Background: an optimization exercise with open tools, aiming at small area. Do not read the settings as production practice.
Function was checked by simulation only, so behaviour that the tests miss may differ from the original.

Setup of juniper:
==> flow/design.v (excerpt) <==
module ltt (
    input  wire        clk,
    input  wire        rst,
    input  wire        op_valid,
    input  wire [47:0] op_word,
    output reg         op_done,
    output reg         op_err,
    output wire [7:0]  op_res,
    output wire        irq,
    output wire        txd,
    input  wire        rxd
);
==> module ltt, before the edit <==
module ltt (
    input  wire        clk,
    input  wire        rst,
    input  wire        op_valid,
    input  wire [47:0] op_word,
    output reg         op_done,
    output reg         op_err,
    output wire [7:0]  op_res,
    output wire        irq,
    output wire        txd,
    input  wire        rxd
);
    wire [3:0]  opsel = op_word[47:44];
    wire [15:0] f_a   = op_word[43:28];
    wire [15:0] f_b   = op_word[27:12];
    wire [2:0]  f_ps  = op_word[11:9];
    wire        f_m   = op_word[8];
    wire [7:0]  f_n   = op_word[7:0];
    wire        bsel  = f_n[0];
    wire ps_ok  = (f_ps != 3'd0) & ~(f_ps[2] & f_ps[1]);
    reg  busy;
    wire accept = op_valid & ~op_done & ~busy;
    wire is4 = ~opsel[3];
    wire is8 = opsel[3] & ~opsel[1] & ~opsel[0];
    wire is9 = opsel[3] & ~opsel[1] &  opsel[0];
    wire isA = opsel[3] &  opsel[1] & ~opsel[0];
    wire isB = opsel[3] &  opsel[1] &  opsel[0];
    wire ticks_zero, wait_done;
    wire op1 = (opsel == 4'h1);
    wire op2 = (opsel == 4'h2);
    wire op3 = (opsel == 4'h3);
    wire op4 = (opsel == 4'h4);
    wire n_zero   = (f_n == 8'd0);
    wire wait_ok  = op4 & ps_ok & ticks_zero;
    wire t_cfg    = accept & ((op1 & ps_ok) | (wait_ok & ~n_zero));
    wire t_clr    = accept & wait_ok & n_zero;
    wire t_stop   = (accept & op3) | t_clr;
    wire t_cb     = accept & op2 & (f_n == 8'h01);
    ltt_timer u_timer (
        .clk        (clk),
        .rst        (rst),
        .do_cfg     (t_cfg),
        .do_stop    (t_stop),
        .do_clr     (t_clr),
        .do_cb      (t_cb),
        .waiting    (busy & is4),
        .a          (f_a),
        .b          (f_b),
        .ps         (f_ps),
        .m          (f_m),
        .n          (f_n),
        .irq        (irq),
        .ticks_zero (ticks_zero),
        .wait_done  (wait_done)
    );
    wire       rx_valid;
    wire [7:0] rx_data;
    ltt_uart_rx u_rx (
        .clk   (clk),
        .rst   (rst),
        .rxd   (rxd),
        .valid (rx_valid),
        .data  (rx_data)
    );
    reg        pop_late;    
    wire [7:0] q_data;
    wire       q_empty;
    wire [3:0] q_hnext;
    wire [7:0] q_rin;
    wire       q_pop = busy & isB & ~q_empty;
    ltt_rx_fifo u_rxq (
        .clk      (clk),
        .rst      (rst),
        .push     (rx_valid),
        .wdata    (rx_data),
        .pop      (q_pop),
        .pop_late (pop_late),
        .rdata    (q_data),
        .empty    (q_empty),
        .hnext    (q_hnext),
        .rin      (q_rin)
    );
    assign op_res = q_data;
    reg [7:0] pbuf [0:8];
    reg [7:0] xbuf [0:8];
    reg [3:0] plen, xlen;    
    reg [3:0] pcc,  xcc;     
    reg [3:0] pnc,  xnc;     
    wire p_copy = (pcc != plen) & (pnc == 4'd0);
    wire x_copy = (xcc != xlen) & (xnc == 4'd0);
    wire [7:0] p_in = p_copy ? q_rin : pbuf[0];
    wire [7:0] x_in = x_copy ? q_rin : xbuf[0];
    wire [3:0] pnc_dec = (pnc == 4'd0) ? 4'd8 : pnc - 4'd1;
    wire [3:0] xnc_dec = (xnc == 4'd0) ? 4'd8 : xnc - 4'd1;
    integer i;
    always @(posedge clk) begin
        for (i = 0; i < 8; i = i + 1) begin
            pbuf[i] <= pbuf[i+1];
            xbuf[i] <= xbuf[i+1];
        end
        pbuf[8] <= p_in;
        xbuf[8] <= x_in;
    end
    wire [3:0] len    = bsel ? xlen : plen;
    wire       len9   = (len == 4'd9);
    wire       q_zero = (q_data == 8'd0);
    wire       rt_acc = accept & (opsel == 4'hB);
    wire       rt_store = q_pop & ~q_zero & ~len9;
    reg  [3:0] rem;    
    reg        cp;     
    wire [3:0] nc_sel  = bsel ? xnc : pnc;
    wire       cc_done = bsel ? (xcc == xlen) : (pcc == plen);
    wire [3:0] rem9    = (rem == 4'd9) ? 4'd0 : rem;
    wire       st_last = (rem == 4'd0);
    wire       st_cap  = busy & isA & cp & cc_done & (nc_sel == rem9);
    wire tx_ready;
    wire tx_load = busy & (is8 | isA) & tx_ready;
    wire tx_wr   = (tx_load & is8) | st_cap;
    wire [7:0] tx_data = is8 ? f_n : (bsel ? x_in : p_in);
    ltt_uart_tx u_tx (
        .clk   (clk),
        .rst   (rst),
        .load  (tx_load),
        .wr    (tx_wr),
        .data  (tx_data),
        .ready (tx_ready),
        .txd   (txd)
    );
    always @(posedge clk) begin
        rem <= accept ? len : rem - {3'd0, st_cap};
        pnc <= (rt_acc & ~bsel) ? q_hnext : (p_copy ? pnc : pnc_dec);
        xnc <= (rt_acc &  bsel) ? q_hnext : (x_copy ? xnc : xnc_dec);
    end
    wire done_busy = is4 ? wait_done :
                     is8 ? tx_ready :
                     is9 ? ~q_empty :
                     isA ? (tx_ready & st_last) :
                           (~q_empty & (q_zero | len9));
    wire op_busy   = opsel[3] & ~opsel[2];       
    wire go_busy   = op_busy | (wait_ok & ~n_zero);
    wire err_idle  = op1 ? ~ps_ok :
                     op2 ? (f_n[7:1] != 7'd0) :
                     op3 ? 1'b0 :
                     op4 ? ~(ps_ok & ticks_zero) : 1'b1;
    always @(posedge clk) begin
        op_err <= busy ? (opsel[1] & opsel[0] & ~q_zero) : err_idle;
        if (rst) begin
            busy     <= 1'b0;
            op_done  <= 1'b0;
            pop_late <= 1'b0;
            cp       <= 1'b0;
            plen     <= 4'd0;
            xlen     <= 4'd0;
            pcc      <= 4'd0;
            xcc      <= 4'd0;
        end else begin
            op_done  <= busy ? done_busy : (accept & ~go_busy);
            busy     <= busy ? ~done_busy : (accept & go_busy);
            pop_late <= busy & is9 & ~q_empty;
            if (tx_load & isA & ~st_last)
                cp <= 1'b1;
            else if (st_cap)
                cp <= 1'b0;
            if (rt_acc & ~bsel) begin
                plen <= 4'd0;
                pcc  <= 4'd0;
            end else begin
                plen <= plen + {3'd0, rt_store & ~bsel};
                pcc  <= pcc + {3'd0, p_copy};
            end
            if (rt_acc & bsel) begin
                xlen <= 4'd0;
                xcc  <= 4'd0;
            end else begin
                xlen <= xlen + {3'd0, rt_store & bsel};
                xcc  <= xcc + {3'd0, x_copy};
            end
        end
    end
endmodule
Settings: LEC_CHECK=0, ABC_AREA=1, CAP_MARGIN=20, CORE_MARGIN=2, CORE_UTILIZATION=40, SLEW_MARGIN=20; clock period 10.0 ns.
standard.sh (not shown) runs the stock make flow with config.mk's settings and CLKGATE_MAP_FILE= SYNTH_SCRIPT=/design/flow/synth_recipe.tcl, a recipe that flattens the netlist after the stock synthesis.
==> flow/flow/run.sh <==
#!/bin/bash
set -euo pipefail
export BUFFER_PORTS_ARGS="-buffer_cell sky130_fd_sc_hd__buf_1"
export CTS_ARGS="-sink_clustering_enable -repair_clock_nets -dont_use_dummy_load -sink_clustering_size 10 -sink_clustering_max_diameter 40 -buf_list sky130_fd_sc_hd__clkbuf_4"

bash standard.sh synth > standard_synth.log 2>&1

RES=orfs/results/$FLOW_PLATFORM/ltt/base
PLAT=$FLOW_HOME/platforms/$FLOW_PLATFORM
cp $RES/1_2_yosys.v standard_1_2_yosys.v
export RESYN_NETLIST=$RES/1_2_yosys.v
export RESYN_LIB=$PLAT/lib/sky130_fd_sc_hd__tt_025C_1v80.lib
export RESYN_DONT_USE="$(make -s -C $FLOW_HOME DESIGN_CONFIG=$PWD/config.mk print-DONT_USE_CELLS 2>/dev/null | sed -n 's/^DONT_USE_CELLS: //p')"
echo "dont_use: $RESYN_DONT_USE" > resyn_dont_use.log
[[ -n "$RESYN_DONT_USE" ]]
yosys -c flow/resyn.tcl > resyn.log 2>&1
rm -f $RES/1_synth.odb $RES/1_synth.sdc

bash standard.sh > standard_layout.log 2>&1
Other scripts of this flow, unchanged in this note and not shown: flow/flow/resyn.tcl
Setup changes, juniper to raven
diff --git a/flow/design.v b/flow/design.v
--- a/flow/design.v
+++ b/flow/design.v
@@ -300,19 +300,22 @@
     end
     wire [3:0] len    = bsel ? xlen : plen;
     wire       len9   = (len == 4'd9);
     wire       q_zero = (q_data == 8'd0);
     wire       rt_acc = accept & (opsel == 4'hB);
     wire       rt_store = q_pop & ~q_zero & ~len9;
-    reg  [3:0] rem;    
+    reg  [3:0] idx;    
+    reg  [3:0] rc;     
     reg        cp;     
-    wire [3:0] nc_sel  = bsel ? xnc : pnc;
-    wire       cc_done = bsel ? (xcc == xlen) : (pcc == plen);
-    wire [3:0] rem9    = (rem == 4'd9) ? 4'd0 : rem;
-    wire       st_last = (rem == 4'd0);
-    wire       st_cap  = busy & isA & cp & cc_done & (nc_sel == rem9);
+    wire [3:0] nc_sel = bsel ? xnc : pnc;
+    wire [3:0] cc_sel = bsel ? xcc : pcc;
+    wire [4:0] org    = {1'b0, nc_sel} - {1'b0, cc_sel};
+    wire [3:0] org9   = org[4] ? org[3:0] + 4'd9 : org[3:0];
+    wire [3:0] rc_dec = (rc == 4'd0) ? 4'd8 : rc - 4'd1;
+    wire       st_last = (idx == len);
+    wire       st_cap  = busy & isA & cp & (rc == 4'd1);
     wire tx_ready;
     wire tx_load = busy & (is8 | isA) & tx_ready;
     wire tx_wr   = (tx_load & is8) | st_cap;
     wire [7:0] tx_data = is8 ? f_n : (bsel ? x_in : p_in);
     ltt_uart_tx u_tx (
         .clk   (clk),
@@ -321,13 +324,14 @@
         .wr    (tx_wr),
         .data  (tx_data),
         .ready (tx_ready),
         .txd   (txd)
     );
     always @(posedge clk) begin
-        rem <= accept ? len : rem - {3'd0, st_cap};
+        rc  <= accept ? org9 : (st_cap ? rc : rc_dec);
+        idx <= accept ? 4'd0 : idx + {3'd0, st_cap};
         pnc <= (rt_acc & ~bsel) ? q_hnext : (p_copy ? pnc : pnc_dec);
         xnc <= (rt_acc &  bsel) ? q_hnext : (x_copy ? xnc : xnc_dec);
     end
     wire done_busy = is4 ? wait_done :
                      is8 ? tx_ready :
                      is9 ? ~q_empty :
## What came out
The portion of the layout cell area used by non-clock buffers was comparable across raven and juniper. Compared with juniper, in raven post-detailed-placement half-perimeter wirelength now sits higher, tapcell count now sits higher, utilization now sits at about the same level. Going from juniper to raven, number of non-clock buffers in the layout picked up an extra 1, combined global-route utilization of all metal layers picked up an extra 0.31 points. On raven: wire length is 3.3% higher than what juniper gave. The run showing the greater cell count is raven.

==> afterwards: timing with drivers on the ports <==
How much do the figures lean on ideal ports? The routed layouts below were timed once more, with nothing changed but the port constraints. Step 1 sets driving cells, clkbuf_16 on the clock port and buf_2 on the other inputs (assumed; they add their load-dependent delay and slew). Step 2 also shifts input and output timing later by t, the mid clock arrival at the registers, as if the neighbouring blocks saw the same clock. a / b / c = ideal ports / drivers / drivers and shift; a / b = the first two.
run	t (ns)	setup slack, ns	latest minus earliest clock arrival (ns)	worst data-port slew with drivers (ns)
juniper	0.680	4.166 / 4.126 / 4.429	0.072 / 0.072	0.07
raven	0.690	4.361 / 4.316 / 4.642	0.112 / 0.112	0.06
After both steps setup and hold are still met in every run listed.
